Source: an optimization exercise on an open RTL-to-GDS flow (aim: a short achievable clock period and few clock cycles). Production flows keep margins and buffers that such runs may drop. RTL that was checked went through simulation tests only; none was proved equivalent to the original. No functional check of the RTL was part of run 1. No activity file was given, so power comes from the tool's default toggle rates.

## flow/config.mk

```make
export PLATFORM = sky130hd
export DESIGN_NAME = acb_bitstream
export DESIGN_NICKNAME = acb_bitstream
export VERILOG_FILES = /design/flow/design.v
export SDC_FILE = /design/flow/constraint.sdc
export NUM_CORES = 4
export LEC_CHECK = 0
export CAP_MARGIN = 20
export CORE_MARGIN = 2
export CORE_UTILIZATION = 40
export SLEW_MARGIN = 20
```

## flow/constraint.sdc

```tcl
create_clock -name core_clock -period 10.0 [get_ports {clk}]
set_input_delay 2.0000 -clock core_clock [delete_from_list [all_inputs] [get_ports {clk}]]
set_output_delay 2.0000 -clock core_clock [all_outputs]
set_load 0.01 [all_outputs]
```

## flow/design.v

```verilog
module acb_bitstream (
    input  wire        clk,
    input  wire        rst,
    input  wire        start,
    input  wire [3:0]  op,
    input  wire [7:0]  imm,
    input  wire [31:0] arg0,
    output reg         done,
    output wire [31:0] res0,
    output reg  [2:0]  err_code,
    output reg  [31:0] err_info,
    output wire [15:0] bs_pos,
    output wire [12:0] bs_len,
    output wire [11:0] bsb_raddr,
    input  wire [7:0]  bsb_rdata,
    output wire        bsb_we,
    output wire [11:0] bsb_waddr,
    output wire [7:0]  bsb_wdata
);
    localparam [16:0] BIT_CAP  = 17'd32768;
    localparam [3:0] OP_CLEAR     = 4'd0,
                     OP_GETPOS    = 4'd1,
                     OP_SETPOS    = 4'd2,
                     OP_READ      = 4'd3,
                     OP_PEEK      = 4'd4,
                     OP_WRITE     = 4'd5,
                     OP_ALIGN     = 4'd6,
                     OP_READBYTE  = 4'd7,
                     OP_WRITEBYTE = 4'd8;
    localparam [2:0] E_NONE       = 3'd0,
                     E_INVALIDARG = 3'd1,
                     E_ILLEGAL    = 3'd2,
                     E_UNEXPEND   = 3'd3,
                     E_CAPACITY   = 3'd5;
    localparam [3:0] S_IDLE = 4'd0,    
                     S_W    = 4'd1,    
                     S_SL0  = 4'd2,    
                     S_RW   = 4'd3,    
                     S_SWZ  = 4'd4,    
                     S_SWF  = 4'd5,    
                     S_SWB  = 4'd6,    
                     S_SWR1 = 4'd7,    
                     S_SWR2 = 4'd8,    
                     S_SWE  = 4'd9,    
                     S_SLA  = 4'd10;   
    reg [3:0]  state;
    reg [15:0] pos;         
    reg [12:0] len;         
    reg [7:0]  tail;        
    reg        tailv;
    assign bs_pos = pos;
    assign bs_len = len;
    wire idle = (state == S_IDLE);
    reg [3:0]  cop;
    reg [7:0]  cn;
    reg [31:0] carg;
    reg [15:0] opos;        
    reg [63:0] ring;        
    reg [63:0] Qr;          
    reg [12:0] rhi;         
    reg [12:0] rnext;       
    reg        pend;        
    function [63:0] rotb;   
        input [63:0] r;
        input [2:0]  k;
        rotb = ({r, r} << {k, 3'b000}) >> 64;
    endfunction
    wire [2:0]  o      = pos[2:0];
    wire [12:0] k0     = pos[15:3];
    wire [12:0] palk   = pos[15:3] + {12'd0, (pos[2:0] != 3'd0)};    
    wire [15:0] pal    = {palk[12:0], 3'b000};
    wire [15:0] pal8   = pal + 16'd8;
    wire [63:0] qsh    = Qr << o;
    wire [30:0] X      = qsh[63:33];
    wire [3:0]  d4     = rhi[3:0] - k0[3:0];
    wire        dneg   = (d4 == 4'hF);
    wire [6:0]  rbits  = {d4[3:0], 3'b000} - {4'd0, o};
    wire [4:0]  ravl   = (dneg || d4 == 4'd0) ? 5'd0 :
                         ((rbits[6:5] != 2'd0) ? 5'd31 : rbits[4:0]);
    wire        capfar = ~pos[15] && (pos[14:5] != 10'h3FF);
    wire        rb_ok  = !dneg && (d4 > {3'd0, (o != 3'd0)});
    wire [7:0]  rbyte  = (o != 3'd0) ? Qr[55:48] : Qr[63:56];
    wire        at_len  = (k0 == len);
    wire        at_last = (k0 + 13'd1 == len) && tailv;
    wire        wfast   = at_len || at_last;
    wire [7:0]  wold    = at_last ? tail : 8'h00;
    wire [7:0]  omask   = 8'hFF >> o;
    wire        wb_ok   = (palk == len) && (palk < 13'd4096);
    wire [4:0]  n      = imm[4:0];
    wire        n_ok   = (imm[7:5] == 3'd0) && (n != 5'd0);
    wire        go_r   = n_ok && (n <= ravl);
    wire        go_w   = n_ok && capfar && wfast;
    wire [6:0]  plo    = {1'b0, pos[5:0]} + {2'b00, n};
    wire [9:0]  phi1   = pos[15:6] + 10'd1;
    wire [15:0] pos_n  = {(plo[6] ? phi1 : pos[15:6]), plo[5:0]};
    wire [5:0]  om1    = {3'b000, o} - 6'd1;
    wire [5:0]  q      = om1 + {1'b0, n};
    wire [2:0]  lsh    = ~q[2:0];                 
    wire [12:0] laddr  = k0 + {10'd0, q[5:3]};
    wire [5:0]  c39    = 6'd39 - om1;             
    wire [5:0]  wsa    = c39 - {1'b0, n};
    wire        wb1    = (q[5:3] == 3'd0);        
    wire [7:0]  lsv    = arg0[7:0] << lsh;
    wire [7:0]  lbyte  = wb1 ? ((lsv & omask) | wold) : lsv;
    reg  [30:0] res;
    assign res0 = {1'b0, res};
    reg        we;
    reg [11:0] waddr;
    reg [7:0]  wd;
    reg [11:0] ra;
    assign bsb_we    = we;
    assign bsb_waddr = waddr;
    assign bsb_wdata = wd;
    assign bsb_raddr = ra;
    reg [30:0] wv;         
    reg [5:0]  wsar;       
    reg [2:0]  wcnt;       
    reg        wfirst;     
    reg [7:0]  wmask0;     
    reg [7:0]  wold0;      
    reg [12:0] wk0;        
    reg [39:0] F;
    wire [39:0] Fc = {9'd0, wv} << wsar;
    reg         wlast0;    
    wire        skip0 = wlast0 && (wcnt != 3'd0) && ((Fc[39:32] & wmask0) == 8'h00);
    reg [12:0] sk;         
    reg [15:0] sbp;        
    reg [4:0]  sn;
    reg [2:0]  snb;        
    reg        sfirst;
    reg        rpeek;      
    reg        rbyt;       
    wire [12:0] s_palk = opos[15:3] + {12'd0, (opos[2:0] != 3'd0)};
    wire [16:0] s_pn   = {1'b0, opos} + {12'd0, cn[4:0]};
    wire [16:0] s_lenb = {1'b0, len, 3'b000};
    reg  [16:0] r_pn, r_pal8;
    reg  [12:0] r_palk;
    reg  [17:0] r_ld;       
    reg  [16:0] r_cd;       
    reg         f_nbig, f_nzero, f_ue_r, f_ue_rb, f_cap_w, f_cap_wb, f_argbig;
    reg  [15:0] spn;
    wire [2:0]  so     = sbp[2:0];
    wire [6:0]  sq     = {4'd0, so} + {2'd0, sn} - 7'd1;    
    wire [5:0]  ssa    = 6'd39 - sq[5:0];
    wire [7:0]  fbyte  = F[39:32] & (sfirst ? (8'hFF >> so) : 8'hFF);
    wire [3:0]  k0f    = (state == S_SLA) ? opos[6:3] : k0[3:0];
    wire [3:0]  rdn    = rnext[3:0] - k0f;          
    wire        fetch  = (idle || state == S_RW || state == S_SLA || state == S_SL0) &&
                         (rdn[3] == 1'b0 || rdn == 4'hF) && (rnext < len);
    integer i;
    always @(posedge clk) begin
        if (idle) begin
            case (op)
                OP_GETPOS:   res <= {15'd0, pos};
                OP_READBYTE: res <= {23'd0, rbyte};
                default:     res <= X >> (~n);
            endcase
        end else if (cop == OP_READBYTE) begin
            res <= {23'd0, rbyte};
        end else if (f_nzero) begin
            res <= 31'd0;
        end else begin
            res <= X >> (~cn[4:0]);
        end
    end
    reg [15:0] pos_nx;
    reg [63:0] ring_nx;
    reg [12:0] rhi_nx, rnext_nx;
    reg        pend_nx, rsel;
    always @(posedge clk) begin
        pos_nx   = pos;
        ring_nx  = ring;
        rhi_nx   = rhi;
        rnext_nx = rnext;
        rsel     = 1'b0;
        done     <= 1'b0;
        we       <= 1'b0;
        err_code <= E_NONE;
        err_info <= carg;
        if (pend) begin
            for (i = 0; i < 8; i = i + 1)
                if (rhi[2:0] == i[2:0]) ring_nx[63 - 8*i -: 8] = bsb_rdata;
            rhi_nx = rhi + 13'd1;
        end
        pend_nx = fetch;
        if (fetch) rnext_nx = rnext + 13'd1;
        case (state)
            S_IDLE: begin
                cop  <= op;
                cn   <= imm;
                carg <= arg0;
                opos <= pos;
                f_argbig <= (arg0 > {15'd0, BIT_CAP});
                r_palk <= palk;
                r_pal8 <= {1'b0, pal8};
                r_ld   <= {2'b00, len, 3'b000} - {2'b00, pos};
                r_cd   <= BIT_CAP - {1'b0, pos};
                if (op == OP_WRITEBYTE) begin
                    waddr <= palk[11:0];
                    wd    <= arg0[7:0];
                    wcnt  <= 3'd0;
                end else begin
                    waddr <= laddr[11:0];
                    wd    <= lbyte;
                    wcnt  <= q[5:3];
                end
                wv     <= arg0[30:0];
                wsar   <= wsa;
                wmask0 <= omask;
                wold0  <= wold;
                wlast0 <= at_last;
                wk0    <= k0;
                if (start) begin
                    case (op)
                        OP_CLEAR: begin
                            pos_nx   = 16'd0;
                            len      <= 13'd0;
                            tailv    <= 1'b0;
                            rhi_nx   = 13'd0;
                            rnext_nx = 13'd0;
                            pend_nx  = 1'b0;
                            done     <= 1'b1;
                        end
                        OP_GETPOS: done <= 1'b1;
                        OP_ALIGN: begin
                            pos_nx = pal;
                            done   <= 1'b1;
                        end
                        OP_READ, OP_PEEK: begin
                            if (op == OP_READ) pos_nx = pos_n;
                            if (go_r) done <= 1'b1;
                            else state <= S_SLA;
                        end
                        OP_READBYTE: begin
                            pos_nx = pal8;
                            if (rb_ok) done <= 1'b1;
                            else state <= S_SLA;
                        end
                        OP_WRITE: begin
                            pos_nx = pos_n;
                            if (go_w) begin
                                we     <= 1'b1;
                                wfirst <= 1'b1;
                                state  <= S_W;
                            end else state <= S_SLA;
                        end
                        OP_WRITEBYTE: begin
                            pos_nx = pal8;
                            if (wb_ok) begin
                                we     <= 1'b1;
                                wfirst <= 1'b1;
                                state  <= S_W;
                            end else state <= S_SLA;
                        end
                        default: state <= S_SLA;    
                    endcase
                end
            end
            S_W: begin
                pend_nx  = 1'b0;
                rhi_nx   = pos[15:3];
                rnext_nx = pos[15:3];
                wfirst <= 1'b0;
                if (wfirst) begin
                    len   <= {1'b0, waddr} + 13'd1;
                    tail  <= wd;
                    tailv <= 1'b1;
                end
                if (wfirst && skip0) begin
                    F     <= Fc << 16;
                    wd    <= Fc[31:24];
                    waddr <= wk0[11:0] + 12'd1;
                    if (wcnt == 3'd1) begin
                        done  <= 1'b1;
                        state <= S_IDLE;
                    end else begin
                        we   <= 1'b1;
                        wcnt <= wcnt - 3'd2;
                    end
                end else begin
                    if (wfirst) begin
                        F     <= Fc << 8;
                        wd    <= (Fc[39:32] & wmask0) | wold0;
                        waddr <= wk0[11:0];
                    end else begin
                        F     <= F << 8;
                        wd    <= F[39:32];
                        waddr <= waddr + 12'd1;
                    end
                    if (wcnt == 3'd0) begin
                        done  <= 1'b1;
                        state <= S_IDLE;
                    end else begin
                        we   <= 1'b1;
                        wcnt <= wcnt - 3'd1;
                    end
                end
            end
            S_SLA: begin
                pos_nx   = opos;
                r_pn     <= s_pn;
                f_nbig   <= (cn > 8'd31);
                f_nzero  <= (cn == 8'd0);
                f_ue_r   <= r_ld[17] || ({13'd0, cn[4:0]} > r_ld);
                f_ue_rb  <= (r_pal8 > s_lenb);
                f_cap_w  <= ({12'd0, cn[4:0]} > r_cd);
                f_cap_wb <= (r_pal8 > BIT_CAP);
                state    <= S_SL0;
                if (cop == OP_SETPOS) begin
                    if (f_argbig) begin
                        err_code <= E_INVALIDARG;
                        err_info <= carg;
                    end else begin
                        pos_nx   = carg[15:0];
                        rhi_nx   = carg[15:3];
                        rnext_nx = carg[15:3];
                        pend_nx  = 1'b0;
                    end
                    done  <= 1'b1;
                    state <= S_IDLE;
                end
            end
            S_SL0: begin
                rpeek <= (cop == OP_PEEK);
                rbyt  <= (cop == OP_READBYTE);
                case (cop)
                    OP_READ, OP_PEEK: begin
                        state <= S_IDLE;
                        done  <= 1'b1;
                        if (f_nbig) begin
                            err_code <= E_INVALIDARG;
                            err_info <= {24'd0, cn};
                        end else if (f_nzero) begin
                        end else if (f_ue_r) begin
                            err_code <= E_UNEXPEND;
                            err_info <= {16'd0, opos};
                        end else begin
                            if (cn[4:0] <= ravl) begin
                                if (cop == OP_READ) pos_nx = r_pn[15:0];
                            end else begin
                                done  <= 1'b0;
                                state <= S_RW;
                            end
                        end
                    end
                    OP_READBYTE: begin
                        if (f_ue_rb) begin
                            err_code <= E_UNEXPEND;
                            err_info <= {16'd0, opos};
                            done  <= 1'b1;
                            state <= S_IDLE;
                        end else if (rb_ok) begin
                            pos_nx = r_pal8[15:0];
                            done  <= 1'b1;
                            state <= S_IDLE;
                        end else state <= S_RW;
                    end
                    OP_WRITE: begin
                        state <= S_IDLE;
                        done  <= 1'b1;
                        if (f_nbig) begin
                            err_code <= E_INVALIDARG;
                            err_info <= {24'd0, cn};
                        end else if (f_cap_w) begin
                            err_code <= E_CAPACITY;
                            err_info <= {16'd0, opos};
                        end else if (!f_nzero) begin
                            done  <= 1'b0;
                            sbp   <= opos;
                            sn    <= cn[4:0];
                            wv    <= carg[30:0];
                            state <= S_SWZ;
                        end
                    end
                    OP_WRITEBYTE: begin
                        if (f_cap_wb) begin
                            err_code <= E_CAPACITY;
                            err_info <= {16'd0, opos};
                            done  <= 1'b1;
                            state <= S_IDLE;
                        end else begin
                            sbp   <= {r_palk[12:0], 3'b000};
                            sn    <= 5'd8;
                            wv    <= {23'd0, carg[7:0]};
                            state <= S_SWZ;
                        end
                    end
                    default: begin
                        err_code <= E_ILLEGAL;
                        err_info <= {28'd0, cop};
                        done  <= 1'b1;
                        state <= S_IDLE;
                    end
                endcase
            end
            S_RW: begin
                if (rbyt) begin
                    if (rb_ok) begin
                        pos_nx = r_pal8[15:0];
                        done  <= 1'b1;
                        state <= S_IDLE;
                    end
                end else begin
                    if (cn[4:0] <= ravl) begin
                        if (!rpeek) pos_nx = r_pn[15:0];
                        done  <= 1'b1;
                        state <= S_IDLE;
                    end
                end
            end
            S_SWZ: begin
                pend_nx  = 1'b0;
                rhi_nx   = pos[15:3];
                rnext_nx = pos[15:3];
                spn <= sbp + {11'd0, sn};
                if (len < sbp[15:3]) begin
                    we    <= 1'b1;
                    waddr <= len[11:0];
                    wd    <= 8'h00;
                    len   <= len + 13'd1;
                    tail  <= 8'h00;
                    tailv <= 1'b1;
                end else begin
                    state <= S_SWF;
                end
                wsar <= ssa;
                snb  <= sq[5:3];
                sk   <= sbp[15:3];
                sfirst <= 1'b1;
            end
            S_SWF: begin
                pend_nx = 1'b0;
                F     <= Fc;
                state <= S_SWB;
            end
            S_SWB: begin
                pend_nx = 1'b0;
                if (sk < len) begin
                    rsel  = 1'b1;
                    state <= S_SWR1;
                end else begin
                    we    <= 1'b1;
                    waddr <= sk[11:0];
                    wd    <= fbyte;
                    tail  <= fbyte;
                    tailv <= 1'b1;
                    len   <= sk + 13'd1;
                    sfirst <= 1'b0;
                    F   <= F << 8;
                    sk  <= sk + 13'd1;
                    snb <= snb - 3'd1;
                    if (snb == 3'd0) state <= S_SWE;
                end
            end
            S_SWR1: begin
                pend_nx = 1'b0;
                state <= S_SWR2;
            end
            S_SWR2: begin
                pend_nx = 1'b0;
                we    <= 1'b1;
                waddr <= sk[11:0];
                wd    <= fbyte | bsb_rdata;
                if (sk + 13'd1 == len) begin
                    tail  <= fbyte | bsb_rdata;
                    tailv <= 1'b1;
                end
                sfirst <= 1'b0;
                F   <= F << 8;
                sk  <= sk + 13'd1;
                snb <= snb - 3'd1;
                if (snb == 3'd0) state <= S_SWE;
                else state <= S_SWB;
            end
            S_SWE: begin
                pend_nx  = 1'b0;
                pos_nx   = spn;
                rhi_nx   = spn[15:3];
                rnext_nx = spn[15:3];
                done  <= 1'b1;
                state <= S_IDLE;
            end
            default: state <= S_IDLE;
        endcase
        if (rst) begin
            state    <= S_IDLE;
            done     <= 1'b0;
            len      <= 13'd0;
            tail     <= 8'd0;
            tailv    <= 1'b0;
            we       <= 1'b0;
            wfirst   <= 1'b0;
            pos_nx   = 16'd0;
            rhi_nx   = 13'd0;
            rnext_nx = 13'd0;
            pend_nx  = 1'b0;
            rsel     = 1'b0;
        end
        pos   <= pos_nx;
        ring  <= ring_nx;
        rhi   <= rhi_nx;
        rnext <= rnext_nx;
        pend  <= pend_nx;
        Qr    <= rotb(ring_nx, pos_nx[5:3]);
        ra    <= rsel ? sk[11:0] : rnext_nx[11:0];
    end
endmodule
```

## flow/flow/run.sh

```bash
#!/bin/bash
# Standard ORFS layout, with repair_timing aiming past the clock period.
set -euo pipefail
bash standard.sh SETUP_SLACK_MARGIN=7 finish > flow_standard.log 2>&1
```

## flow/standard.sh

```bash
#!/bin/bash
# synth_recipe.tcl (not shown) runs the flow's synth.tcl, then flattens the netlist and writes it again
# the make line also repeats each setting of config.mk as NAME=value (left out here)
make -C /OpenROAD-flow-scripts/flow DESIGN_CONFIG=/design/flow/config.mk WORK_HOME=/design/flow/orfs CLKGATE_MAP_FILE= SYNTH_SCRIPT=/design/flow/synth_recipe.tcl "${@:-finish}"
```

==> run summary, run 1 <==
largest net degree at the start of global routing 63; Ys Warns 1; CP max stage delay 0.47 ns; antenna violations before repair 9; dpl cell area 42,600 um2; Max IR drop VDD 275 uV; Crit path required time 10.53 ns; worst slew margin relative to its limit 19.4%; hold-fix buffers at CTS 0; CP Depth 24; RSZ-0062 raised after global routing true; nets 4,867; leakage power 20.9 nW; clock-pin slew on the worst setup and hold paths 0.06 ns; mapped cell area 38,700 um2; WP buf/inv 5; H-tree depth 3; DR WL met2 75,100 um; Starting Density 40.2%; Max Cap Violations 0; ys flop type edfxtp_1; crit path max-delay cell type a2111o_1; max-slew violation count 0; fmax 201 MHz; commonest non-fill, non-tap cell in the layout nand2_1; library cells used by synthesis 94; Hold Violations, Final 0; CTS tree done; met3 wire len 19,700 um; IO Pins 185; DR top layer met5; syn_area_per_cell 9.30 um2; crit path max fanout 8; worst-skew pair later-pin latency 0.66 ns; Chip Width 315 um; Crit path max-delay family compound AO/OA/AOI/OAI gates; hold path depth 1; core area 96,300 um2; Synth-to-Final Area Change 37.0%; Post-Syn Nets 4,376; Post-synth ARST share 0%; Layout fillers 8,297; Vias/cell 6.37; drt total wl 173,000 um; Power Density 372 nW/um2; M1 WL 66,600 um; RePlAce Congestion 0.994; DR vias 38,148; total gr overflow 0; WHS 0.451 ns; 1st-pass router iterations 7; R2R setup slack 5.02 ns; outcome timing/DRC/antenna clean; critical path, cell by cell clkinv_8 -> ha_4 -> and3b_2 -> or3_4 -> nand2_4 -> mux2i_1 -> a21oi_1 -> nor2_2 -> a31oi_4 -> o21a_1 -> ha_1 -> and3_4 -> a31oi_4 -> o31a_1 -> nor2_4 -> a2111o_1 -> buf_6 -> o21a_4 -> buf_12 -> nor2_4 -> buf_12 -> buf_8 -> mux2i_1 -> o211ai_1; Port Buffers 183; fin worst setup slack 5.02 ns; number of DRC markers in iteration 0 4,772; Worst EP arrival 5.51 ns; Synth Register Bits 554; Post-DRT Antenna Nets 0; Wirelength per Cell 29.0 um; total CTS buffers 69; Seq/Total Area, Yosys 36.7%; Max clock buf depth 3; R2R depth 24; # rows 114; total global-route track usage 33.3%; Worst Hold Class reg -> reg; Final HPWL DP 116,000 um; total negative setup slack 0 ns; Setup violations, final 0; kind of end point of the critical path register; Final period util 49.8%; design area 53,000 um2; number of flops mapped to enable cells by yosys 311; commonest non-fill, non-tap cells in the layout nand2_1 (369), buf_4 (321), edfxtp_1 (311), mux2i_1 (254), nor2_1 (250); first-pass GRT wire length 244,000 um; vias in the first global route 35,750; Die H 315 um; Syn Inst Count 4,159; Max Clock Skew 0.0283 ns; die area 99,200 um2; share of cells above drive strength 1 35.2%; Slew @ Worst Pin 1.21 ns; dpl ws 3.34 ns; root buf cell clkbuf_16; Startpoint Class register; drc violations 0; WS Path Type reg -> reg; CTS sink cnt 554; Tmin final 4.98 ns
registers in the layout (all words and copies together), names as in the netlist, 17 cells and up:
name	count
F	40
Qr	38
carg	32
err_info	32
r_ld	17
res	31
ring	64
wv	31
cell families after synthesis:
group,synth area share (%)
muxes,16.1
AOI/OAI and AO/OA,17.0
buffers and inverters,5.17
other,0.00970
adders and majority gates,5.42
xor gates and xnor gates,4.49
DFF,36.7
and+or+nand+nor,15.1
cells in the mapped netlist (all sizes together) (35+ instances only):
master	count	area, um2
nand2	412	1550
edfxtp	311	9340
mux2i	302	3020
nor2	294	1110
o21ai	267	1340
dfxtp	243	4860
a21oi	221	1110
inv	212	796
clkbuf	195	732
ha	153	1910
nand3	146	731
xnor2	137	1200
mux2	114	1290
mux4	85	1910
buf	81	422
nor3	77	385
a211oi	59	448
and2	53	332
o211ai	53	398
xor2	51	447
nand4	46	288
a22oi	44	330
o22ai	42	263
nand2b	38	238
a31oi	37	231
and3	37	231
o221ai	36	315
nor4	35	219
layer usage:
layer  up-vias  track usage (%)
met5         -                0
met4         4             18.5
met3       616             7.87
met2      2466             50.1
met1     18572             43.9
li1      16490                -
report_power, final:
part	leakage [nW]	internal, W	switching, W	total [W]
Combinational	14.7	0.00539	0.00721	0.0126
Clock	1.12	0.00151	0.00111	0.00262
Sequential	5.10	0.00365	0.000853	0.00450
Total	20.9	0.0105	0.00918	0.0197
worst paths after layout:
path,start,endpoint
hold / removal,carg[31]$_DFFE_PP_,err_info[31]$_DFF_P_
setup reg to reg,pos[5]$_DFF_P_,Qr[37]$_DFF_P_
setup / recovery,pos[5]$_DFF_P_,Qr[37]$_DFF_P_
hold reg to reg,carg[31]$_DFFE_PP_,err_info[31]$_DFF_P_
area by class of cell:
cell class,instances,area [um2],share of cell area (%)
diodes,2,5.00,0.00945
clock buffers,90,1900,3.58
clock inverters,38,425,0.803
inverters,225,1060,2.01
multi-input cells,3110,26300,49.6
flip-flops and latches,554,14400,27.1
well taps,1276,1600,3.01
repair buffers,684,7290,13.8
repair inverters,6,52.6,0.0992
per-stage QoR:
step,instances,total power (W),utilization (%)
floorplan,4159,0.0107,-
global placement,5412,0.0137,44.2
detailed placement,5412,0.0138,44.2
CTS,5838,0.0181,51.7
global route,5984,0.0205,55.0
finish,5985,0.0197,55.0
repair_timing:
action / 4_1_cts / 5_1_grt
setup buffers: 262 / 132
pin swaps: 136 / 171
gates cloned: 36 / 12
gates resized for setup: 1186 / 423
endpoints found under the setup margin: 609 / 459
==> run 2, diff against run 1 <==
--- a/flow/design.v
+++ b/flow/design.v
@@ -46,6 +46,7 @@
     reg [3:0]  state;
     reg [15:0] pos;         
     reg [12:0] len;         
+    reg [12:0] lenm1;       
     reg [7:0]  tail;        
     reg        tailv;
     assign bs_pos = pos;
@@ -74,34 +75,48 @@
     wire [30:0] X      = qsh[63:33];
     wire [3:0]  d4     = rhi[3:0] - k0[3:0];
     wire        dneg   = (d4 == 4'hF);
-    wire [6:0]  rbits  = {d4[3:0], 3'b000} - {4'd0, o};
+    wire [3:0]  d4m1   = d4 - 4'd1;
+    wire [2:0]  no     = 3'd0 - o;                   
+    wire [6:0]  rbv    = (o == 3'd0) ? {d4, 3'b000} : {d4m1, no};
     wire [4:0]  ravl   = (dneg || d4 == 4'd0) ? 5'd0 :
-                         ((rbits[6:5] != 2'd0) ? 5'd31 : rbits[4:0]);
+                         ((rbv[6:5] != 2'd0) ? 5'd31 : rbv[4:0]);
     wire        capfar = ~pos[15] && (pos[14:5] != 10'h3FF);
     wire        rb_ok  = !dneg && (d4 > {3'd0, (o != 3'd0)});
     wire [7:0]  rbyte  = (o != 3'd0) ? Qr[55:48] : Qr[63:56];
     wire        at_len  = (k0 == len);
-    wire        at_last = (k0 + 13'd1 == len) && tailv;
+    wire        k0_lm1  = (k0 == lenm1);
+    wire        at_last = k0_lm1 && tailv;
     wire        wfast   = at_len || at_last;
     wire [7:0]  wold    = at_last ? tail : 8'h00;
     wire [7:0]  omask   = 8'hFF >> o;
-    wire        wb_ok   = (palk == len) && (palk < 13'd4096);
+    wire        wb_ok   = ((o == 3'd0) ? at_len : k0_lm1) && !len[12];    
     wire [4:0]  n      = imm[4:0];
     wire        n_ok   = (imm[7:5] == 3'd0) && (n != 5'd0);
+    wire [5:0]  om1    = {3'b000, o} - 6'd1;
+    wire [5:0]  q      = om1 + {1'b0, n};
     wire        go_r   = n_ok && (n <= ravl);
     wire        go_w   = n_ok && capfar && wfast;
     wire [6:0]  plo    = {1'b0, pos[5:0]} + {2'b00, n};
     wire [9:0]  phi1   = pos[15:6] + 10'd1;
     wire [15:0] pos_n  = {(plo[6] ? phi1 : pos[15:6]), plo[5:0]};
-    wire [5:0]  om1    = {3'b000, o} - 6'd1;
-    wire [5:0]  q      = om1 + {1'b0, n};
-    wire [2:0]  lsh    = ~q[2:0];                 
-    wire [12:0] laddr  = k0 + {10'd0, q[5:3]};
+    wire [2:0]  lsh    = no - n[2:0];             
+    wire [15:0] pm1    = pos - 16'd1;
+    wire [6:0]  lalo   = {1'b0, pm1[5:0]} + {2'b00, n};
+    wire [9:0]  pm1h1  = pm1[15:6] + 10'd1;
+    wire [15:0] lpos   = {(lalo[6] ? pm1h1 : pm1[15:6]), lalo[5:0]};
+    wire [11:0] laddr  = lpos[14:3];
     wire [5:0]  c39    = 6'd39 - om1;             
     wire [5:0]  wsa    = c39 - {1'b0, n};
-    wire        wb1    = (q[5:3] == 3'd0);        
+    wire [3:0]  nlim   = 4'd8 - {1'b0, o};
+    wire        wb1    = ({1'b0, n} <= {1'b0, nlim});    
     wire [7:0]  lsv    = arg0[7:0] << lsh;
     wire [7:0]  lbyte  = wb1 ? ((lsv & omask) | wold) : lsv;
+    wire        is_rd   = (op == OP_READ) || (op == OP_PEEK);
+    wire        st      = idle && start;
+    wire        f_done  = st && ((op == OP_CLEAR) || (op == OP_GETPOS) || (op == OP_ALIGN) ||
+                                 (is_rd && go_r) || ((op == OP_READBYTE) && rb_ok));
+    wire        f_we    = st && (((op == OP_WRITE) && go_w) || ((op == OP_WRITEBYTE) && wb_ok));
+    wire        f_posn  = st && ((op == OP_READ) || (op == OP_WRITE));
     reg  [30:0] res;
     assign res0 = {1'b0, res};
     reg        we;
@@ -132,6 +147,7 @@
     reg        rbyt;       
     wire [12:0] s_palk = opos[15:3] + {12'd0, (opos[2:0] != 3'd0)};
     wire [16:0] s_pn   = {1'b0, opos} + {12'd0, cn[4:0]};
+    wire [5:0]  s_q    = {3'b000, opos[2:0]} + {1'b0, cn[4:0]} - 6'd1;
     wire [16:0] s_lenb = {1'b0, len, 3'b000};
     reg  [16:0] r_pn, r_pal8;
     reg  [12:0] r_palk;
@@ -139,6 +155,8 @@
     reg  [16:0] r_cd;       
     reg         f_nbig, f_nzero, f_ue_r, f_ue_rb, f_cap_w, f_cap_wb, f_argbig;
     reg  [15:0] spn;
+    reg  [2:0]  r_qb;       
+    wire        r_rdy  = !dneg && ({1'b0, r_qb} < d4);
     wire [2:0]  so     = sbp[2:0];
     wire [6:0]  sq     = {4'd0, so} + {2'd0, sn} - 7'd1;    
     wire [5:0]  ssa    = 6'd39 - sq[5:0];
@@ -195,64 +213,33 @@
                 r_pal8 <= {1'b0, pal8};
                 r_ld   <= {2'b00, len, 3'b000} - {2'b00, pos};
                 r_cd   <= BIT_CAP - {1'b0, pos};
-                if (op == OP_WRITEBYTE) begin
-                    waddr <= palk[11:0];
-                    wd    <= arg0[7:0];
-                    wcnt  <= 3'd0;
-                end else begin
-                    waddr <= laddr[11:0];
-                    wd    <= lbyte;
-                    wcnt  <= q[5:3];
-                end
+                if (op == OP_WRITEBYTE) wcnt <= 3'd0;
+                else                    wcnt <= q[5:3];
                 wv     <= arg0[30:0];
                 wsar   <= wsa;
                 wmask0 <= omask;
                 wold0  <= wold;
                 wlast0 <= at_last;
                 wk0    <= k0;
+                done   <= f_done;
+                we     <= f_we;
+                wfirst <= f_we;
+                if (start)
+                    state <= f_we ? S_W : (f_done ? S_IDLE : S_SLA);
                 if (start) begin
                     case (op)
                         OP_CLEAR: begin
                             pos_nx   = 16'd0;
                             len      <= 13'd0;
+                            lenm1    <= 13'h1FFF;
                             tailv    <= 1'b0;
                             rhi_nx   = 13'd0;
                             rnext_nx = 13'd0;
                             pend_nx  = 1'b0;
-                            done     <= 1'b1;
-                        end
-                        OP_GETPOS: done <= 1'b1;
-                        OP_ALIGN: begin
-                            pos_nx = pal;
-                            done   <= 1'b1;
                         end
-                        OP_READ, OP_PEEK: begin
-                            if (op == OP_READ) pos_nx = pos_n;
-                            if (go_r) done <= 1'b1;
-                            else state <= S_SLA;
-                        end
-                        OP_READBYTE: begin
-                            pos_nx = pal8;
-                            if (rb_ok) done <= 1'b1;
-                            else state <= S_SLA;
-                        end
-                        OP_WRITE: begin
-                            pos_nx = pos_n;
-                            if (go_w) begin
-                                we     <= 1'b1;
-                                wfirst <= 1'b1;
-                                state  <= S_W;
-                            end else state <= S_SLA;
-                        end
-                        OP_WRITEBYTE: begin
-                            pos_nx = pal8;
-                            if (wb_ok) begin
-                                we     <= 1'b1;
-                                wfirst <= 1'b1;
-                                state  <= S_W;
-                            end else state <= S_SLA;
-                        end
-                        default: state <= S_SLA;    
+                        OP_ALIGN:                   pos_nx = pal;
+                        OP_READBYTE, OP_WRITEBYTE:  pos_nx = pal8;
+                        default: ;
                     endcase
                 end
             end
@@ -263,6 +250,7 @@
                 wfirst <= 1'b0;
                 if (wfirst) begin
                     len   <= {1'b0, waddr} + 13'd1;
+                    lenm1 <= {1'b0, waddr};
                     tail  <= wd;
                     tailv <= 1'b1;
                 end
@@ -299,6 +287,7 @@
             S_SLA: begin
                 pos_nx   = opos;
                 r_pn     <= s_pn;
+                r_qb     <= s_q[5:3];
                 f_nbig   <= (cn > 8'd31);
                 f_nzero  <= (cn == 8'd0);
                 f_ue_r   <= r_ld[17] || ({13'd0, cn[4:0]} > r_ld);
@@ -335,7 +324,7 @@
                             err_code <= E_UNEXPEND;
                             err_info <= {16'd0, opos};
                         end else begin
-                            if (cn[4:0] <= ravl) begin
+                            if (r_rdy) begin
                                 if (cop == OP_READ) pos_nx = r_pn[15:0];
                             end else begin
                                 done  <= 1'b0;
@@ -401,7 +390,7 @@
                         state <= S_IDLE;
                     end
                 end else begin
-                    if (cn[4:0] <= ravl) begin
+                    if (r_rdy) begin
                         if (!rpeek) pos_nx = r_pn[15:0];
                         done  <= 1'b1;
                         state <= S_IDLE;
@@ -418,6 +407,7 @@
                     waddr <= len[11:0];
                     wd    <= 8'h00;
                     len   <= len + 13'd1;
+                    lenm1 <= len;
                     tail  <= 8'h00;
                     tailv <= 1'b1;
                 end else begin
@@ -445,6 +435,7 @@
                     tail  <= fbyte;
                     tailv <= 1'b1;
                     len   <= sk + 13'd1;
+                    lenm1 <= sk;
                     sfirst <= 1'b0;
                     F   <= F << 8;
                     sk  <= sk + 13'd1;
@@ -482,10 +473,21 @@
             end
             default: state <= S_IDLE;
         endcase
+        if (f_posn) pos_nx = pos_n;
+        if (idle) begin
+            if (op == OP_WRITEBYTE) begin
+                waddr <= palk[11:0];
+                wd    <= arg0[7:0];
+            end else begin
+                waddr <= laddr[11:0];
+                wd    <= lbyte;
+            end
+        end
         if (rst) begin
             state    <= S_IDLE;
             done     <= 1'b0;
             len      <= 13'd0;
+            lenm1    <= 13'h1FFF;
             tail     <= 8'd0;
             tailv    <= 1'b0;
             we       <= 1'b0;
@@ -501,7 +503,7 @@
         rhi   <= rhi_nx;
         rnext <= rnext_nx;
         pend  <= pend_nx;
-        Qr    <= rotb(ring_nx, pos_nx[5:3]);
+        Qr    <= f_posn ? rotb(ring_nx, plo[5:3]) : rotb(ring_nx, pos_nx[5:3]);
         ra    <= rsel ? sk[11:0] : rnext_nx[11:0];
     end
 endmodule
==> run 2 against run 1 <==
Against the previous run:
- worst hold slack worse by 0.015 ns
- final cell count grew 1.6%
- first-iteration DRC count is 20% higher
- combinational power grew 12%
- die area up 1.3%
- synthesized area grew 1.3%
- clock skew is 0.015 ns higher
- synthesized cell count increased by 0.91%
- largest cell class unchanged
==> run summary, run 2 <==
outcome timing/DRC/antenna clean (unchanged); Setup violations, final 0 (unchanged); Max Clock Skew 0.0430 ns (was 0.0283 ns); hold_sp carg[31]$_DFFE_PP_ (unchanged); Slew @ Worst Pin 1.15 ns (was 1.21 ns); Wirelength per Cell 29.6 um (was 29.0 um); drt total wl 180,000 um (was 173,000 um); crit path max fanout 6 (was 8); top post-synthesis cells by area edfxtp_1 (24%), dfxtp_1 (13%), mux2i_1 (9.8%) (was edfxtp_1 (24%), dfxtp_1 (13%), mux2i_1 (7.8%)); Power Density 393 nW/um2 (was 372 nW/um2); WHS 0.435 ns (was 0.451 ns); top-area cell type share of the netlist area 24.1% (about the same); Max IR drop VDD 212 uV (was 275 uV); worst hold endpoint err_info[31]$_DFF_P_ (unchanged); Synth Register Bits 570 (was 554); Placed Cells 5,452 (was 5,412); Worst EP arrival 4.88 ns (was 5.51 ns); Reg-to-Reg End state[1]$_SDFFE_PP0P_ (was Qr[37]$_DFF_P_); share of cells above drive strength 1 35.2% (about the same); leakage power 22.0 nW (was 20.9 nW); RSZ-0062 raised after global routing true (unchanged); max-slew violation count 0 (unchanged); total global-route track usage 34.1% (was 33.3%); Chip Width 317 um (was 315 um); Port Buffers 183 (unchanged); WP buf/inv 9 (was 5); reg-to-reg startpoint rhi[1]$_SDFF_PP0_ (was pos[5]$_DFF_P_); library cells used by synthesis 93 (was 94); fmax 232 MHz (was 201 MHz); core area 96,900 um2 (was 96,300 um2); WS Path Type in -> reg (was reg -> reg); number of DRC markers in iteration 0 5,721 (was 4,772); root buf cell clkbuf_16 (unchanged); drc violations 0 (unchanged); count leader, synth nand2_1 (unchanged); Starting Density 40.5% (was 40.2%); R2R setup slack 5.69 ns (was 5.02 ns); Crit path max-delay family buffers and inverters (was compound AO/OA/AOI/OAI gates); nets 4,968 (was 4,867); flip-flop count of the largest register after layout 64 (unchanged); first-pass GRT wire length 252,000 um (was 244,000 um); Post-DRT Antenna Nets 0 (unchanged); Top Registers ring: 64 flops, F: 40 flops, Qr: 38 flops (unchanged); worst-skew pair later-pin latency 0.66 ns (about the same); critical path's most frequent cell buf_12; Biggest register ring (unchanged); Hold Violations, Final 0 (unchanged); die area 100,000 um2 (was 99,200 um2); total negative setup slack 0 ns (unchanged); # rows 114 (unchanged); R2R depth 15 (was 24); Synth-to-Final Area Change 40.2% (was 37.0%); largest net degree at the start of global routing 67 (was 63); commonest non-fill, non-tap cell in the layout nand2_1 (unchanged); total CTS buffers 72 (was 69); antenna violations before repair 6 (was 9); CP max stage delay 0.36 ns (was 0.47 ns); Finished Layout Cells 6,080 (was 5,985); H-tree depth 3 (unchanged); Final period util 43.1% (was 49.8%); total gr overflow 0 (unchanged); Worst Hold Class reg -> reg (unchanged); clock-pin slew on the worst setup and hold paths 0.07 ns (was 0.06 ns); Post-Syn Nets 4,422 (was 4,376); Max clock buf depth 3 (unchanged); Die H 317 um (was 315 um); Vias/cell 6.44 (was 6.37); worst slew margin relative to its limit 22.8% (was 19.4%); Post-synth ARST share 0% (unchanged); hold path depth 1 (unchanged); CTS tree done (unchanged); syn_area_per_cell 9.34 um2 (was 9.30 um2); critical path, cell by cell buf_12 -> buf_12 -> buf_6 -> buf_6 -> ha_4 -> buf_6 -> inv_2 -> fa_2 -> nor2b_2 -> o21ai_2 -> nand2b_1 -> xor2_1 -> nand2_1 -> o31ai_4 -> buf_12 -> buf_12 -> clkbuf_16 -> mux2i_1 -> a22oi_2 -> o221ai_2 (was clkinv_8 -> ha_4 -> and3b_2 -> or3_4 -> nand2_4 -> mux2i_1 -> a21oi_1 -> nor2_2 -> a31oi_4 -> o21a_1 -> ha_1 -> and3_4 -> a31oi_4 -> o31a_1 -> nor2_4 -> a2111o_1 -> buf_6 -> o21a_4 -> buf_12 -> nor2_4 -> buf_12 -> buf_8 -> mux2i_1 -> o211ai_1); Ys Warns 1 (unchanged); kind of end point of the critical path register (unchanged); Max Cap Violations 0 (unchanged); Tmin final 4.31 ns (was 4.98 ns); ys flop type edfxtp_1 (unchanged); Seq/Total Area, Yosys 37.1% (was 36.7%); Synth top cells by count nand2_1 (416), mux2i_1 (383), edfxtp_1 (314) (was nand2_1 (412), edfxtp_1 (311), mux2i_1 (302)); DR vias 39,169 (was 38,148); Startpoint Class primary input (was register); 1st-pass router iterations 7 (unchanged); IO Pins 185 (unchanged); vias in the first global route 36,312 (was 35,750); Crit path required time 10.57 ns (was 10.53 ns); RePlAce Congestion 1.01 (was 0.994); crit path max-delay cell type fa_2 (was a2111o_1); Final HPWL DP 116,000 um (about the same); CTS sink cnt 570 (was 554); mapped cell area 39,200 um2 (was 38,700 um2); commonest non-fill, non-tap cells in the layout nand2_1 (385), buf_4 (340), edfxtp_1 (314), mux2i_1 (305), nor2_1 (270) (was nand2_1 (369), buf_4 (321), edfxtp_1 (311), mux2i_1 (254), nor2_1 (250)); Synth area leader edfxtp_1 (unchanged); Syn Inst Count 4,197 (was 4,159); number of flops mapped to enable cells by yosys 314 (was 311)
[run 2: how the worst max path moves through the flow]
stage                                  from               endpoint  slack [ns]  cells past startpoint
after global routing      rhi[1]$_SDFF_PP0_  state[1]$_SDFFE_PP0P_        5.61                     19
after floorplan                      imm[0]     waddr[8]$_DFFE_PP_        5.64                     13
after CTS                    pos[5]$_DFF_P_        done$_SDFF_PP0_        5.80                     17
after detailed placement              op[2]         Qr[33]$_DFF_P_        3.58                     11
after global placement                op[2]         Qr[48]$_DFF_P_        3.77                     11
final                                imm[0]         Qr[43]$_DFF_P_        5.69                     20
[run 2: per-stage QoR]
stage | worst slack [ns] | util (%) | total power [W] | cell area, um2
after floorplan | 5.64 | - | 0.0112 | 40500
after global placement | 3.77 | 44.3 | 0.0147 | 42900
after detailed placement | 3.58 | 44.3 | 0.0147 | 42900
after CTS | 5.80 | 53.4 | 0.0197 | 51800
after global routing | 5.61 | 56.7 | 0.0224 | 54900
final | 5.69 | 56.7 | 0.0216 | 54900
[run 2: final cells by class]
type	count	area [um2]
Clock buffer	97	2110
Tap cell	1276	1600
Fill cell	8114	41900
Timing Repair inverter	2	17.5
Timing Repair Buffer	754	8360
Antenna cell	2	5.00
Inverter	236	1050
Sequential cell	570	14700
Multi-Input combinational cell	3107	26700
Clock inverter	36	348
[run 2: kinds of logic after synthesis]
family	Yosys count	share of synthesized area, %
adder cells (fa/ha/maj)	170	5.60
buffers and inverters	524	5.34
multiplexers	528	16.3
flip-flops	570	37.1
AND/OR/NAND/NOR	1199	14.3
other	1	0.00957
AO/OA/AOI/OAI	1010	16.9
XOR/XNOR	195	4.36
[run 2: where the power goes]
part           switching, W  internal, W  leakage (nW)
clock network       0.00115      0.00160          1.22
registers          0.000962      0.00382          5.19
logic               0.00803      0.00602          15.6
[run 2: routing by layer]
metal  part of all wire, %  global-route usage, %  wire (um)
met5                 0.062                  0.568        111
met4                   5.8                   15.6      10400
met3                    12                   8.00      21400
met2                    43                   51.4      78300
met1                    39                   46.4      69900
[run 2: what timing repair did]
action / CTS / global route
pin swaps: 210 / 172
hold buffers: 0 / 0
cloned: 49 / 15
setup buffers: 302 / 127
endpoints found under the hold margin: 0 / 0
resized for setup: 1360 / 404
endpoints found under the setup margin: 569 / 486
Testbench counts of run 2, summed over its fixed seeds: cycles 11,695.
==> run 3, diff against run 2 <==
--- a/flow/design.v
+++ b/flow/design.v
@@ -58,6 +58,7 @@
     reg [15:0] opos;        
     reg [63:0] ring;        
     reg [63:0] Qr;          
+    reg [63:0] head;        
     reg [12:0] rhi;         
     reg [12:0] rnext;       
     reg        pend;        
@@ -301,9 +302,15 @@
                         err_info <= carg;
                     end else begin
                         pos_nx   = carg[15:0];
-                        rhi_nx   = carg[15:3];
-                        rnext_nx = carg[15:3];
                         pend_nx  = 1'b0;
+                        if (carg[15:6] == 10'd0 && len >= 13'd8) begin
+                            ring_nx  = head;
+                            rhi_nx   = 13'd8;
+                            rnext_nx = 13'd8;
+                        end else begin
+                            rhi_nx   = carg[15:3];
+                            rnext_nx = carg[15:3];
+                        end
                     end
                     done  <= 1'b1;
                     state <= S_IDLE;
@@ -500,6 +507,9 @@
         end
         pos   <= pos_nx;
         ring  <= ring_nx;
+        if (we && !rst && waddr[11:3] == 9'd0)
+            for (i = 0; i < 8; i = i + 1)
+                if (waddr[2:0] == i[2:0]) head[63 - 8*i -: 8] <= wd;
         rhi   <= rhi_nx;
         rnext <= rnext_nx;
         pend  <= pend_nx;
==> flow/flow/run.sh (replaced) <==
#!/bin/bash
# Standard ORFS layout at a higher core utilisation, with repair_timing aiming
# past the clock period.
set -euo pipefail
bash standard.sh SETUP_SLACK_MARGIN=7 CORE_UTILIZATION=50 finish > flow_standard.log 2>&1
==> run 3 against run 2 <==
Against the previous run:
- still clean
- worst hold slack improved by 0.034 ns
- clock skew rose by 0.014 ns
- critical path depth rose by 3
- sequential power rose by 6.5%
- total power rose by 0.64%
- count of clock-buffer cells in the layout rose by 2
- sequential cell count rose by 64
- clock power rose by 8.7%
- synthesized area rose by 8.6%
- fmax fell by 3.0%
- routed wire length rose by 13%
- largest cell class unchanged
- largest power group unchanged
==> run summary, run 3 <==
Post-synth ARST share 0% (unchanged); Slew @ Worst Pin 1.37 ns (was 1.15 ns); Synth area leader edfxtp_1 (unchanged); number of flops mapped to enable cells by yosys 378 (was 314); library cells used by synthesis 100 (was 93); first-pass GRT wire length 283,000 um (was 252,000 um); outcome timing/DRC/antenna clean (unchanged); adder and majority gate portion of the synthesized area 5.33% (was 5.60%); largest family of logic cells by synthesized area compound AO/OA/AOI/OAI gates (unchanged); vias in the first global route 40,489 (was 36,312); count leader, synth nand2_1 (unchanged); Layout fillers 6,257 (was 8,114); Hold Violations, Final 0 (unchanged); R2R setup slack 5.55 ns (was 5.69 ns); Vias/cell 6.86 (was 6.44); total global-route track usage 44.3% (was 34.1%); Final HPWL DP 124,000 um (was 116,000 um); share of cells above drive strength 1 35.8% (was 35.2%); Max clock buf depth 3 (unchanged); top-area cell type share of the netlist area 26.7% (was 24.1%); RePlAce Congestion 0.993 (was 1.01); Max IR drop VDD 202 uV (was 212 uV); Power Density 363 nW/um2 (was 393 nW/um2); total gr overflow 0 (unchanged); CTS sink cnt 634 (was 570); critical path, cell by cell inv_6 -> ha_4 -> inv_2 -> fa_2 -> inv_4 -> buf_6 -> ha_4 -> o21a_4 -> nor3_4 -> a211oi_4 -> buf_4 -> buf_6 -> o31ai_4 -> o221ai_2 -> buf_4 -> o211ai_1 -> buf_4 -> nand3_4 -> buf_6 -> buf_16 -> mux2i_1 -> mux2i_1 -> mux2i_1 (was buf_12 -> buf_12 -> buf_6 -> buf_6 -> ha_4 -> buf_6 -> inv_2 -> fa_2 -> nor2b_2 -> o21ai_2 -> nand2b_1 -> xor2_1 -> nand2_1 -> o31ai_4 -> buf_12 -> buf_12 -> clkbuf_16 -> mux2i_1 -> a22oi_2 -> o221ai_2); Wirelength per Cell 31.7 um (was 29.6 um); max-slew violation count 0 (unchanged); Port Buffers 183 (unchanged); # rows 106 (was 114); Starting Density 50.7% (was 40.5%); total negative setup slack 0 ns (unchanged); Ys Warns 1 (unchanged); root buf cell clkbuf_16 (unchanged); Top Registers head: 64 flops, ring: 64 flops, F: 40 flops (was ring: 64 flops, F: 40 flops, Qr: 38 flops); Synth-to-Final Area Change 40.6% (was 40.2%); leakage power 24.0 nW (was 22.0 nW); clock-pin slew on the worst setup and hold paths 0.06 ns (was 0.07 ns); Worst Hold Class reg -> reg (unchanged); fmax 225 MHz (was 232 MHz); Syn Inst Count 4,646 (was 4,197); WHS 0.469 ns (was 0.435 ns); post-synthesis compound-gate area fraction 18.0% (was 16.9%); Post-Syn Nets 4,876 (was 4,422); Seq/Total Area, Yosys 38.7% (was 37.1%); Synth Register Bits 634 (was 570); Synth top cells by count nand2_1 (516), nor2_1 (394), edfxtp_1 (378), o21ai_0 (378), mux2i_1 (330) (was nand2_1 (416), mux2i_1 (383), edfxtp_1 (314)); drt total wl 204,000 um (was 180,000 um); Post-Synth Simple-Gate Area 15.0% (was 14.3%); H-tree depth 3 (unchanged); CP max stage delay 0.56 ns (was 0.36 ns); XOR/XNOR Fraction of Synth Area 3.81% (was 4.36%); Chip Width 296 um (was 317 um); crit path max-delay cell type fa_2 (unchanged); WP buf/inv 10 (was 9); kind of end point of the critical path register (unchanged); Max Clock Skew 0.0574 ns (was 0.0430 ns); Worst EP arrival 5.04 ns (was 4.88 ns); Crit path required time 10.59 ns (was 10.57 ns); CTS tree done (unchanged); worst slew margin relative to its limit 7.39% (was 22.8%); Finished Layout Cells 6,441 (was 6,080); drc violations 0 (unchanged); crit path max fanout 6 (unchanged); IO Pins 185 (unchanged); post-synthesis mux area share 13.8% (was 16.3%); core area 84,000 um2 (was 96,900 um2); commonest non-fill, non-tap cell in the layout nand2_1 (unchanged); mapped cell area 42,500 um2 (was 39,200 um2); top post-synthesis cells by area edfxtp_1 (27%), dfxtp_1 (12%), mux2i_1 (7.8%) (was edfxtp_1 (24%), dfxtp_1 (13%), mux2i_1 (9.8%)); WS Path Type reg -> reg (was in -> reg); number of DRC markers in iteration 0 6,906 (was 5,721); ys flop type edfxtp_1 (unchanged); antenna violations before repair 12 (was 6); Startpoint Class register (was primary input); Crit path max-delay family buffers and inverters (unchanged); nets 5,468 (was 4,968); Setup violations, final 0 (unchanged); Tmin final 4.45 ns (was 4.31 ns); worst-skew pair later-pin latency 0.68 ns (was 0.66 ns); DR vias 44,170 (was 39,169); Post-DRT Antenna Nets 0 (unchanged); die area 87,400 um2 (was 100,000 um2); commonest non-fill, non-tap cells in the layout nand2_1 (480), buf_4 (379), edfxtp_1 (378), nor2_1 (327), mux2i_1 (280) (was nand2_1 (385), buf_4 (340), edfxtp_1 (314), mux2i_1 (305), nor2_1 (270)); syn_area_per_cell 9.15 um2 (was 9.34 um2); RSZ-0062 raised after global routing true (unchanged); 1st-pass router iterations 9 (was 7); total CTS buffers 74 (was 72); largest net degree at the start of global routing 69 (was 67); Final period util 44.5% (was 43.1%); Die H 296 um (was 317 um); Max Cap Violations 0 (unchanged); Placed Cells 5,723 (was 5,452)
-- run 3: cell families after synthesis --
family / after synthesis
flops: 634
mux: 486
simple gates: 1394
xor+xnor: 185
other cells: 1
compound gates: 1208
buf+inv: 562
fa+ha+maj: 176
-- run 3: report_power, final --
part	total, W	switching (W)	internal [W]
logic	0.0136	0.00791	0.00573
registers	0.00509	0.00101	0.00408
clock network	0.00299	0.00127	0.00172
-- run 3: final cells by class --
| cell class | count | area (um2) | area share (%) |
|---|---|---|---|
| timing repair inverter | 4 | 35.0 | 0.0586 |
| timing repair buffer | 808 | 9180 | 15.3 |
| sequential | 634 | 16700 | 27.9 |
| tap | 1134 | 1420 | 2.37 |
| antenna | 7 | 17.5 | 0.0293 |
| inverter | 247 | 1120 | 1.88 |
| clock buffer | 99 | 2130 | 3.56 |
| multi-input combinational | 3469 | 28700 | 48.0 |
| clock inverter | 39 | 527 | 0.881 |
-- run 3: per-layer routing --
metal	track usage, %	vias up	wire, um
li1	-	18340	-
met1	57.1	21124	73200
met2	66.0	3688	85800
met3	10.8	1008	26600
met4	29.8	10	18300
met5	0	-	65
-- run 3: final timing paths --
kind	from	to	depth (start not counted)
worst max register to register	rhi[0]$_SDFF_PP0_	Qr[26]$_DFF_P_	23
worst min-delay path	carg[31]$_DFFE_PP_	err_info[31]$_DFF_P_	1
worst min register to register	carg[31]$_DFFE_PP_	err_info[31]$_DFF_P_	1
worst max-delay path	rhi[0]$_SDFF_PP0_	Qr[26]$_DFF_P_	23
-- run 3: metrics by stage --
stage	cell area (um2)	power, W	utilization, %	setup slack [ns]
2_1_floorplan	44400	0.0112	-	5.54
3_3_place_gp	46300	0.0145	55.2	3.12
3_5_place_dp	46300	0.0145	55.2	3.29
4_1_cts	56900	0.0200	67.8	5.81
5_1_grt	59800	0.0224	71.2	5.51
6_report	59800	0.0217	71.2	5.55
-- run 3: repair_timing --
action	CTS	global route
hold endpoints to repair	0	0
gates cloned	66	12
pin swaps	225	162
gates resized for setup	1519	388
setup buffers	375	120
hold buffers	0	0
setup endpoints to repair	807	686
Testbench counts of run 3, summed over its fixed seeds: cycles 11,606.
==> run 4, diff against run 3 <==
--- a/flow/design.v
+++ b/flow/design.v
@@ -95,7 +95,19 @@
     wire        n_ok   = (imm[7:5] == 3'd0) && (n != 5'd0);
     wire [5:0]  om1    = {3'b000, o} - 6'd1;
     wire [5:0]  q      = om1 + {1'b0, n};
-    wire        go_r   = n_ok && (n <= ravl);
+    wire [3:0]  th8o   = 4'd8 - {1'b0, o};
+    wire        e2     = ({1'b0, n[2:0]} > th8o);
+    wire        e0     = (o == 3'd0) && (n[2:0] == 3'd0);
+    wire [6:0]  le;
+    genvar gm;
+    generate for (gm = 0; gm < 7; gm = gm + 1) begin : g_le
+        assign le[gm] = !dneg && (gm <= d4);
+    end endgenerate
+    wire [1:0]  n43    = n[4:3];
+    wire        le_a   = le[{1'b0, n43}];
+    wire        le_b   = le[{1'b0, n43} + 3'd1];
+    wire        le_c   = le[{1'b0, n43} + 3'd2];
+    wire        go_r   = n_ok && (e2 ? le_c : (e0 ? le_a : le_b));
     wire        go_w   = n_ok && capfar && wfast;
     wire [6:0]  plo    = {1'b0, pos[5:0]} + {2'b00, n};
     wire [9:0]  phi1   = pos[15:6] + 10'd1;
@@ -118,6 +130,18 @@
                                  (is_rd && go_r) || ((op == OP_READBYTE) && rb_ok));
     wire        f_we    = st && (((op == OP_WRITE) && go_w) || ((op == OP_WRITEBYTE) && wb_ok));
     wire        f_posn  = st && ((op == OP_READ) || (op == OP_WRITE));
+    wire [3:0]  s3     = {1'b0, o} + {1'b0, n[2:0]};
+    wire [2:0]  cb     = {1'b0, n[4:3]} + {2'b00, s3[3]};
+    wire [63:0] qf1    = s3[3] ? rotb(Qr, 3'd1) : Qr;
+    wire [63:0] qf2    = rotb(qf1, {1'b0, n[4:3]});
+    wire [2:0]  rpos   = d4[2:0] - cb;
+    reg  [63:0] Qfast;
+    integer qi;
+    always @(*) begin
+        Qfast = qf2;
+        for (qi = 0; qi < 8; qi = qi + 1)
+            if (pend && rpos == qi[2:0]) Qfast[63 - 8*qi -: 8] = bsb_rdata;
+    end
     reg  [30:0] res;
     assign res0 = {1'b0, res};
     reg        we;
@@ -513,7 +537,7 @@
         rhi   <= rhi_nx;
         rnext <= rnext_nx;
         pend  <= pend_nx;
-        Qr    <= f_posn ? rotb(ring_nx, plo[5:3]) : rotb(ring_nx, pos_nx[5:3]);
+        Qr    <= (f_posn && !rst) ? Qfast : rotb(ring_nx, pos_nx[5:3]);
         ra    <= rsel ? sk[11:0] : rnext_nx[11:0];
     end
 endmodule
==> flow/flow/run.sh (replaced) <==
#!/bin/bash
# Standard ORFS layout, with repair_timing aiming past the clock period.
set -euo pipefail
bash standard.sh SETUP_SLACK_MARGIN=7 finish > flow_standard.log 2>&1
==> run 4 against run 3 <==
Against the previous run:
- sequential power grew 3%
- synthesized cell count grew 7.9%
- fmax grew 0.64%
- via count grew 8.4%
- combinational power grew about 20%
- clock power grew 5%
- total power grew 14%
- final cell count grew 11%
- register-to-register slack gained 0.16 ns
- worst hold slack lost 0.0075 ns
- critical path type is now in -> reg
- largest cell class unchanged
- largest power group unchanged
==> run summary, run 4 <==
root buf cell clkbuf_16 (unchanged); Worst EP arrival 5.03 ns (was 5.04 ns); share of cells above drive strength 1 34.3% (was 35.8%); Post-synth ARST share 0% (unchanged); outcome timing/DRC/antenna clean (unchanged); Post-Syn Nets 5,240 (was 4,876); top-area cell type share of the netlist area 24.7% (was 26.7%); Max IR drop VDD 243 uV (was 202 uV); Final period util 44.2% (was 44.5%); Synth top cells by count nand2_1 (549), nor2_1 (425), mux2i_1 (412) (was nand2_1 (516), nor2_1 (394), edfxtp_1 (378), o21ai_0 (378), mux2i_1 (330)); DR vias 47,899 (was 44,170); top post-synthesis cells by area edfxtp_1 (25%), dfxtp_1 (12%), mux2i_1 (9.0%) (was edfxtp_1 (27%), dfxtp_1 (12%), mux2i_1 (7.8%)); Post-DRT Antenna Nets 0 (unchanged); DR top layer met5 (unchanged); clock-pin slew on the worst setup and hold paths 0.06 ns (about the same); Power Density 385 nW/um2 (was 363 nW/um2); Seq/Total Area, Yosys 37.1% (was 38.7%); largest net degree at the start of global routing 129 (was 69); dpl ws 3.16 ns (was 3.29 ns); total CTS buffers 81 (was 74); # rows 124 (was 106); worst slew margin relative to its limit 32.7% (was 7.39%); first-pass GRT wire length 324,000 um (was 283,000 um); RSZ-0062 raised after global routing true (unchanged); H-tree depth 3 (unchanged); met3 wire len 29,100 um (was 26,600 um); nets 5,819 (was 5,468); Vias/cell 6.67 (was 6.86); worst-skew pair later-pin latency 0.72 ns (was 0.68 ns); Max Clock Skew 0.0494 ns (was 0.0574 ns); commonest non-fill, non-tap cells in the layout nand2_1 (497), edfxtp_1 (378), mux2i_1 (365), buf_4 (364), nor2_1 (356) (was nand2_1 (480), buf_4 (379), edfxtp_1 (378), nor2_1 (327), mux2i_1 (280)); die area 117,000 um2 (was 87,400 um2); library cells used by synthesis 95 (was 100); Startpoint Class primary input (was register); Worst Hold Class reg -> reg (unchanged); Syn Inst Count 5,014 (was 4,646); Setup violations, final 0 (unchanged); commonest non-fill, non-tap cell in the layout nand2_1 (unchanged); Max Cap Violations 0 (unchanged); critical path, cell by cell buf_12 -> buf_12 -> ha_4 -> fa_2 -> a31oi_4 -> buf_12 -> clkinv_16 -> fa_2 -> fa_2 -> xnor2_4 -> nor2_4 -> buf_6 -> nand2_4 -> nand2_1 -> o211ai_1 -> o31ai_1 (was inv_6 -> ha_4 -> inv_2 -> fa_2 -> inv_4 -> buf_6 -> ha_4 -> o21a_4 -> nor3_4 -> a211oi_4 -> buf_4 -> buf_6 -> o31ai_4 -> o221ai_2 -> buf_4 -> o211ai_1 -> buf_4 -> nand3_4 -> buf_6 -> buf_16 -> mux2i_1 -> mux2i_1 -> mux2i_1); Synth area leader edfxtp_1 (unchanged); crit path max-delay cell type fa_2 (unchanged); drt total wl 233,000 um (was 204,000 um); Chip Width 343 um (was 296 um); max-slew violation count 0 (unchanged); Ys Warns 1 (unchanged); WP buf/inv 5 (was 10); Synth-to-Final Area Change 39.8% (was 40.6%); total gr overflow 0 (unchanged); total global-route track usage 38.0% (was 44.3%); CP max stage delay 0.47 ns (was 0.56 ns); number of DRC markers in iteration 0 7,083 (was 6,906); syn_area_per_cell 9.15 um2 (about the same); M1 WL 81,300 um (was 73,200 um); count leader, synth nand2_1 (unchanged); Crit path required time 10.61 ns (was 10.59 ns); core area 114,000 um2 (was 84,000 um2); antenna violations before repair 17 (was 12); RePlAce Congestion 1.00 (was 0.993); drc violations 0 (unchanged); Tmin final 4.42 ns (was 4.45 ns); CTS tree done (unchanged); WS Path Type in -> reg (was reg -> reg); Port Buffers 183 (unchanged); fin worst setup slack 5.58 ns (was 5.55 ns); Starting Density 40.2% (was 50.7%); 1st-pass router iterations 13 (was 9); crit path max fanout 8 (was 6); Final HPWL DP 143,000 um (was 124,000 um); Slew @ Worst Pin 1.00 ns (was 1.37 ns); fmax 226 MHz (was 225 MHz); Hold Violations, Final 0 (unchanged); number of flops mapped to enable cells by yosys 378 (unchanged); Top Registers Qr: 64 flops, head: 64 flops, ring: 64 flops (was head: 64 flops, ring: 64 flops, F: 40 flops); mapped cell area 45,900 um2 (was 42,500 um2); Wirelength per Cell 32.4 um (was 31.7 um); Max clock buf depth 3 (unchanged); CTS sink cnt 660 (was 634); IO Pins 185 (unchanged); Die H 343 um (was 296 um); ys flop type edfxtp_1 (unchanged); vias in the first global route 44,944 (was 40,489); DR WL met2 98,300 um (was 85,800 um); leakage power 24.8 nW (was 24.0 nW); kind of end point of the critical path register (unchanged); total negative setup slack 0 ns (unchanged); Synth Register Bits 660 (was 634); Crit path max-delay family adder cells (was buffers and inverters)
==> run 4: changes by cell type in the layout (fill, tap and decap cells not counted), moves of 29 or more <==
cell,before,now
buf_6,159,245
inv_1,195,144
mux2_4,8,44
mux2i_1,280,365
nor2_1,327,356
o211ai_1,35,88
o21ai_0,174,131
o21ai_1,101,69
o21ai_2,82,45
o22ai_1,33,147
o31ai_1,7,68
==> run 4: worst paths after layout <==
check | from | endpoint | slack, ns | cells after the start
min reg2reg | carg[31]$_DFFE_PP_ | err_info[31]$_DFF_P_ | 0.46 | 1
min | carg[31]$_DFFE_PP_ | err_info[31]$_DFF_P_ | 0.46 | 1
max reg2reg | rhi[0]$_SDFF_PP0_ | Qr[57]$_DFF_P_ | 5.71 | 19
max | imm[1] | Qr[3]$_DFF_P_ | 5.58 | 16
==> run 4: stage by stage <==
step	hold WS, ns	util, %	total power, W	cell area (um2)	instances
global placement	0.430	43.9	0.0158	50100	6443
CTS	0.465	54.0	0.0229	61600	7076
global route	0.487	56.2	0.0253	64100	7175
detailed placement	0.437	43.9	0.0158	50100	6443
floorplan	0.420	-	0.0121	47800	5014
finish	0.462	56.2	0.0247	64100	7181
==> run 4: final cells by class <==
class / instances / area [um2]
clock inverters: 50 / 587
inverters: 194 / 948
repair inverters: 6 / 97.6
fillers: 9738 / 49900
flip-flops and latches: 660 / 17200
clock buffers: 101 / 2210
multi-input cells: 3803 / 31600
well taps: 1512 / 1890
diodes: 8 / 20.0
repair buffers: 847 / 9620
==> run 4: cell families after synthesis <==
family                   count (synthesis)  share of synthesized area [%]
AO/OA/AOI/OAI                         1327                           18.8
XOR/XNOR                               197                           3.85
adder cells (fa/ha/maj)                173                           4.89
buffers and inverters                  572                           4.99
flip-flops                             660                           37.1
multiplexers                           603                           15.8
other                                    1                        0.00818
AND/OR/NAND/NOR                       1481                           14.6
==> run 4: routing by layer <==
layer / vias to the layer above / global-route usage, %
met2: 3716 / 56.4
met5: - / 0
li1: 19945 / -
met1: 23058 / 45.3
met4: 14 / 30.4
met3: 1166 / 12.1
==> run 4: worst reg2reg max path, stage by stage (launching register included) <==
cell,delay [ns]
dfxtp_4,0.35
inv_4,0.06
ha_4,0.14
inv_2,0.04
fa_2,0.42
xor2_2,0.43
nor3_1,0.11
o21ai_1,0.32
and2_1,0.20
buf_4,0.32
o21ai_0,0.17
a221oi_2,0.32
a211oi_4,0.11
buf_4,0.15
or2_4,0.30
buf_6,0.14
buf_12,0.12
buf_16,0.14
o22ai_1,0.18
o31ai_1,0.10
==> run 4: repair_timing <==
item | in CTS | in global routing
hold buffers | 0 | 0
pin swaps | 239 | 202
resized for setup | 1608 | 375
setup buffers | 417 | 92
gates cloned | 65 | 5
endpoints found under the setup margin | 747 | 580
==> run 4: power by group <==
part / switching (W) / internal [W]
clock network: 0.00136 / 0.00178
registers: 0.000960 / 0.00428
logic: 0.00946 / 0.00682
Testbench counts of run 4, summed over its fixed seeds: cycles 11,606.

[afterwards: timing with drivers on the ports]
How much do the figures lean on ideal ports? The routed layouts below were timed once more, with nothing changed but the port constraints.
Step 1 sets driving cells, clkbuf_16 on the clock port and buf_2 on the other inputs (assumed; they add their load-dependent delay and slew).
Step 2, shift: input delay + t, output delay - t, t = (earliest + latest rising clock arrival at the registers) / 2. This alone moves slack from input paths to output paths.
Slacks: no drivers / after step 1 / after step 2; pairs: no drivers / after step 1.
run	t, ns	setup WS [ns]	hold WS [ns]	cell pins on the clock port's net
run 1	0.722	5.023 / 5.023 / 4.606	0.451 / 0.451 / 0.451	1
run 2	0.722	5.687 / 5.690 / 4.981	0.435 / 0.435 / 0.435	1
run 3	0.721	5.552 / 5.552 / 4.908	0.469 / 0.469 / 0.469	1
run 4	0.770	5.580 / 5.609 / 4.838	0.462 / 0.462 / 0.462	1
After both steps setup and hold are still met in every run listed. For run 4, which loses most, drivers alone change the setup slack by +0.029 ns; drivers and shift together by -0.742 ns.
